What follows belongs to an exercise in optimizing a design on an open flow for small area, a short achievable clock period and few clock cycles per item; a production flow would make more cautious choices. At most, simulation tests tie the RTL to the original design; equivalence was not proved.

## the baseline
// securec_core
module securec_core (
    input  wire       clk,
    input  wire       rst,       
    input  wire       we,        
    input  wire [4:0] addr,      
    input  wire [7:0] wdata,     
    output reg  [7:0] rdata,     
    output reg        trig       
);
    localparam [1:0] ST_FIN  = 2'd0;    
    localparam [1:0] ST_MZ   = 2'd1;    
    localparam [1:0] ST_SQR  = 2'd2;    
    localparam [1:0] ST_MUL  = 2'd3;    
    reg [1:0] st;
    reg       done;
    reg       err_mz;
    reg       err_ill;
    reg [7:0] res;        
    reg       tag_exp;    
    reg       one;        
    reg [7:0] ib0, ib1, ib2, ib3, ib4, ib5, ib6, ib7;
    function [16:0] add16;
        input [15:0] x;
        input [15:0] y;
        reg [15:0] g, p, G, P;
        begin
            g = x & y;
            p = x | y;
            G = g; P = p;
            G[1] = G[1] | (P[1] & G[0]); P[1] = P[1] & P[0];
            G[3] = G[3] | (P[3] & G[2]); P[3] = P[3] & P[2];
  ...
==> flow/config.mk <==
export PLATFORM = sky130hd
export DESIGN_NAME = securec_core
export DESIGN_NICKNAME = securec_core
export VERILOG_FILES = /design/flow/design.v
export SDC_FILE = /design/flow/constraint.sdc
export NUM_CORES = 4
export LEC_CHECK = 0
export ABC_AREA = 1
export CAP_MARGIN = 20
export CORE_MARGIN = 2
export CORE_UTILIZATION = 40
export SLEW_MARGIN = 20
==> flow/constraint.sdc <==
create_clock -name core_clock -period 38.0 [get_ports {clk}]
set_input_delay 7.6000 -clock core_clock [delete_from_list [all_inputs] [get_ports {clk}]]
set_output_delay 7.6000 -clock core_clock [all_outputs]
set_load 0.01 [all_outputs]
standard.sh (not shown) runs the stock make flow with config.mk's settings and CLKGATE_MAP_FILE= SYNTH_SCRIPT=/design/flow/synth_recipe.tcl, a recipe that flattens the netlist after the stock synthesis.
==> flow/flow/run.sh <==
#!/bin/bash
# The standard layout (standard.sh), with these changes of setting:
# - plain buffers (buf_2) on the input and output ports, not the delay
#   buffer that buffer_ports picks by default;
# - timing repair aimed at a setup slack of 22 ns, so that it works on the
#   paths of the period the design reaches, not only on the clock period;
# - clock tree from clkbuf_8 buffers, without dummy loads.
# The make output goes to standard.log; ORFS's own logs are under orfs/logs.
set -euo pipefail
bash standard.sh "BUFFER_PORTS_ARGS=-buffer_cell sky130_fd_sc_hd__buf_2" SETUP_SLACK_MARGIN=22 \
  "CTS_ARGS=-sink_clustering_enable -repair_clock_nets -buf_list sky130_fd_sc_hd__clkbuf_8 -dont_use_dummy_load" \
  finish > standard.log 2>&1
### the baseline -> the candidate
--- a/flow/design.v
+++ b/flow/design.v
@@ -218,19 +218,19 @@
             t1[9:0] = sub9(u[8:0], ~{1'b0, n});
             x  = t1[9] ? u : {1'b0, t1[8:0]};
             u  = {1'b0, x[7:0], p[3]};
             t1[9:0] = sub9(u[8:0], ~{1'b0, n});
             x  = t1[9] ? u : {1'b0, t1[8:0]};
             u  = {1'b0, x[7:0], p[2]};
             t1[9:0] = sub9(u[8:0], ~{1'b0, n});
             x  = t1[9] ? u : {1'b0, t1[8:0]};
             u  = {1'b0, x[7:0], p[1]};
-            t1[9:0] = sub9(u[8:0], ~{1'b0, n});
+            t1[9:0] = sub9r(u[8:0], ~{1'b0, n});
             x  = t1[9] ? u : {1'b0, t1[8:0]};
             u  = {1'b0, x[7:0], p[0]};
             t1[9:0] = sub9r(u[8:0], ~{1'b0, n});
             x  = t1[9] ? u : {1'b0, t1[8:0]};
             modmul = x[7:0];
         end
     endfunction
     wire       cmd_write = we && (addr == 5'h00) && !trig;
     wire [7:0] mul_a     = !trig ? 8'd1 : (st[0] ? res : ib0);
==> notes.md <==
In the route summary, the candidate ends up with a via count below that of the baseline.
Of the baseline and the candidate, the baseline shows the lower design area, with the candidate above it.
Taking the baseline as the reference, in the candidate fraction of area in clock buffers and inverters level; iteration-0 DRC count of the detailed router down 12%; via count of the first global-routing pass shows a reduction of about 2.3%.
No functional check of the RTL was part of any run of this note.


The RTL this note starts from:
==> flow/design.v <==
module securec_core (
    input  wire       clk,
    input  wire       rst,       
    input  wire       we,        
    input  wire [4:0] addr,      
    input  wire [7:0] wdata,     
    output reg  [7:0] rdata,     
    output reg        trig       
);
    localparam [1:0] ST_FIN  = 2'd0;    
    localparam [1:0] ST_MZ   = 2'd1;    
    localparam [1:0] ST_SQR  = 2'd2;    
    localparam [1:0] ST_MUL  = 2'd3;    
    reg [1:0] st;
    reg       done;
    reg       err_mz;
    reg       err_ill;
    reg [7:0] res;        
    reg       tag_exp;    
    reg [7:0] ib0, ib1, ib2, ib3, ib4, ib5, ib6, ib7;
    function [7:0] modmul;
        input [7:0] a;
        input [7:0] b;
        input [7:0] n;
        reg [15:0] p;
        reg [8:0]  r;
        reg [9:0]  t;
        integer    i;
        begin
            p = a * b;
            r = {1'b0, p[15:8]};
            for (i = 7; i >= 0; i = i - 1) begin
                r = {r[7:0], p[i]};
                t = {1'b0, r} - {2'b00, n};
                if (!t[9]) r = t[8:0];
            end
            modmul = r[7:0];
        end
    endfunction
    wire       cmd_write = we && (addr == 5'h00) && !trig;
    wire [7:0] mul_a     = cmd_write ? 8'd1 : ((st == ST_SQR) ? ib0 : res);
    wire [7:0] mm        = modmul(mul_a, ib0, ib2);
    wire [7:0] cmp_or = (ib0 ^ 8'h69) | (ib1 ^ 8'h6E) | (ib2 ^ 8'h66) | (ib3 ^ 8'h69) |
                        (ib4 ^ 8'h6E) | (ib5 ^ 8'h65) | (ib6 ^ 8'h6F) | (ib7 ^ 8'h6E);
    wire ib_write = we && !trig && (addr[4:3] == 2'b10);
    wire [7:0] e_shr = {1'b0, ib1[7:1]};
    always @(posedge clk) begin
        if (ib_write) begin
            case (addr[2:0])
                3'd0: ib0 <= wdata;
                3'd1: ib1 <= wdata;
                3'd2: ib2 <= wdata;
                3'd3: ib3 <= wdata;
                3'd4: ib4 <= wdata;
                3'd5: ib5 <= wdata;
                3'd6: ib6 <= wdata;
                default: ib7 <= wdata;
            endcase
        end else if (cmd_write && wdata == 8'h01) begin
            ib0 <= mm;
            ib1 <= e_shr;
        end else if (trig && st == ST_SQR) begin
            ib0 <= mm;
            if (!ib1[0]) ib1 <= e_shr;
        end else if (trig && st == ST_MUL) begin
            ib1 <= e_shr;
        end
    end
    always @(posedge clk) begin
        if (rst) begin
            trig    <= 1'b0;
            done    <= 1'b0;
            err_mz  <= 1'b0;
            err_ill <= 1'b0;
        end else if (!trig) begin
            if (cmd_write) begin
                done    <= 1'b0;
                err_mz  <= 1'b0;
                err_ill <= 1'b0;
                if (wdata[7:2] != 6'd0) begin
                    err_ill <= 1'b1;
                end else begin
                    trig    <= 1'b1;
                    tag_exp <= !wdata[1];
                    st      <= ST_FIN;
                    case (wdata[1:0])
                        2'b00: res <= 8'h3E;
                        2'b01: begin
                            if (ib2 == 8'd0)
                                st <= ST_MZ;
                            else if (e_shr != 8'd0)
                                st <= ST_SQR;
                            res <= ib1[0] ? mm : 8'd1;
                        end
                        2'b10: res <= {7'd0, cmp_or == 8'd0};
                        default: res <= cmp_or;
                    endcase
                end
            end
        end else begin
            case (st)
                ST_FIN: begin
                    trig <= 1'b0;
                    done <= 1'b1;
                end
                ST_MZ: begin
                    trig   <= 1'b0;
                    err_mz <= 1'b1;
                end
                ST_SQR: begin
                    if (ib1[0]) st <= ST_MUL;
                end
                default: begin
                    res <= mm;
                    if (e_shr == 8'd0) begin
                        trig <= 1'b0;
                        done <= 1'b1;
                    end else begin
                        st <= ST_SQR;
                    end
                end
            endcase
        end
    end
    always @(*) begin
        case (addr)
            5'h01:   rdata = {3'd0, err_ill, err_mz, err_ill | err_mz, done, trig};
            5'h02:   rdata = res;
            5'h03:   rdata = {6'b011100, tag_exp, 1'b0};
            default: rdata = 8'h00;
        endcase
    end
endmodule
export LEC_CHECK = 0
export CAP_MARGIN = 20
export CORE_MARGIN = 2
export CORE_UTILIZATION = 40
export SLEW_MARGIN = 20
create_clock -name core_clock -period 38.0 [get_ports {clk}]
run.sh (not shown) runs the stock make flow with config.mk's settings and CLKGATE_MAP_FILE= SYNTH_SCRIPT=/design/flow/synth_recipe.tcl, a recipe that flattens the netlist after the stock synthesis.
Stock flow here: none of the scripts above is used.
Rerun with:
--- a/flow/design.v
+++ b/flow/design.v
@@ -21,26 +21,32 @@
     function [7:0] modmul;
         input [7:0] a;
         input [7:0] b;
         input [7:0] n;
         reg [15:0] p;
-        reg [8:0]  r;
-        reg [9:0]  t;
+        reg [9:0]  x;
+        reg [10:0] t1, t2, t3;
+        reg [9:0]  n3;
         integer    i;
         begin
-            p = a * b;
-            r = {1'b0, p[15:8]};
-            for (i = 7; i >= 0; i = i - 1) begin
-                r = {r[7:0], p[i]};
-                t = {1'b0, r} - {2'b00, n};
-                if (!t[9]) r = t[8:0];
+            p  = a * b;
+            n3 = {2'b00, n} + {1'b0, n, 1'b0};
+            x  = {2'b00, p[15:8]};
+            for (i = 3; i >= 0; i = i - 1) begin
+                x  = {x[7:0], p[2*i+1], p[2*i]};
+                t1 = {1'b0, x} - {3'b000, n};
+                t2 = {1'b0, x} - {2'b00, n, 1'b0};
+                t3 = {1'b0, x} - {1'b0, n3};
+                if (!t3[10])      x = t3[9:0];
+                else if (!t2[10]) x = t2[9:0];
+                else if (!t1[10]) x = t1[9:0];
             end
-            modmul = r[7:0];
+            modmul = x[7:0];
         end
     endfunction
     wire       cmd_write = we && (addr == 5'h00) && !trig;
-    wire [7:0] mul_a     = cmd_write ? 8'd1 : ((st == ST_SQR) ? ib0 : res);
+    wire [7:0] mul_a     = !trig ? 8'd1 : ((st == ST_SQR) ? ib0 : res);
     wire [7:0] mm        = modmul(mul_a, ib0, ib2);
     wire [7:0] cmp_or = (ib0 ^ 8'h69) | (ib1 ^ 8'h6E) | (ib2 ^ 8'h66) | (ib3 ^ 8'h69) |
                         (ib4 ^ 8'h6E) | (ib5 ^ 8'h65) | (ib6 ^ 8'h6F) | (ib7 ^ 8'h6E);
     wire ib_write = we && !trig && (addr[4:3] == 2'b10);
     wire [7:0] e_shr = {1'b0, ib1[7:1]};
- via count increases by 24%
- maximum frequency increases by 91%
- register-to-register slack improved by 8.9 ns
- routed wire length increases by 27%
- non-clock buffer count increases by 4
- die area increases by 18%
- worst setup slack improved by 16 ns
- first-iteration DRC count increases by 61%
- synthesized area increases by 18%
- cell area increases by 18%
- synthesized cell count increases by 22%
- sequential share of layout area decreases by 3.6 points
Testbench counts after the change, summed over its fixed seeds: cycles 16,370, cmds 1,280.
Function not checked in the first run of this note: the RTL went through the layout flow alone.

what the ideal ports hide:
In the flow no input, the clock included, has a driving cell. The finished layouts below were timed again as built, in two steps.
Step 1 (the two cells are an assumption about what drives the block):
set clk [get_ports {clk}]
set_driving_cell -lib_cell sky130_fd_sc_hd__clkbuf_16 $clk
set_driving_cell -lib_cell sky130_fd_sc_hd__buf_2 [delete_from_list [all_inputs] $clk]
Step 2 moves the port delays by t, midway between the first and last clock arrival at a register: inputs arrive t later, outputs are due t later. That takes back most of the time a late clock gives input paths.
Three values: ideal ports, drivers, drivers and shift; two values: the first two.
run | t (ns) | slack for setup (ns) | hold slack, ns | pins driven straight from the clock port
the baseline | 0.380 | 21.858 / 21.825 / 21.825 | 0.475 / 0.475 / 0.475 | 1
the candidate | 0.370 | 21.832 / 21.772 / 21.772 | 0.475 / 0.475 / 0.475 | 1
the first run of note 2 | 0.362 | 5.420 / 5.435 / 5.073 | 0.456 / 0.456 / 0.456 | 1
the second run of note 2 | 0.364 | 20.968 / 20.943 / 20.943 | 0.491 / 0.491 / 0.491 | 1
After both steps every run listed still meets setup and hold. The setup slack of the first run of note 2, which loses most, moves by +0.015 ns with the drivers and by -0.347 ns with both steps.
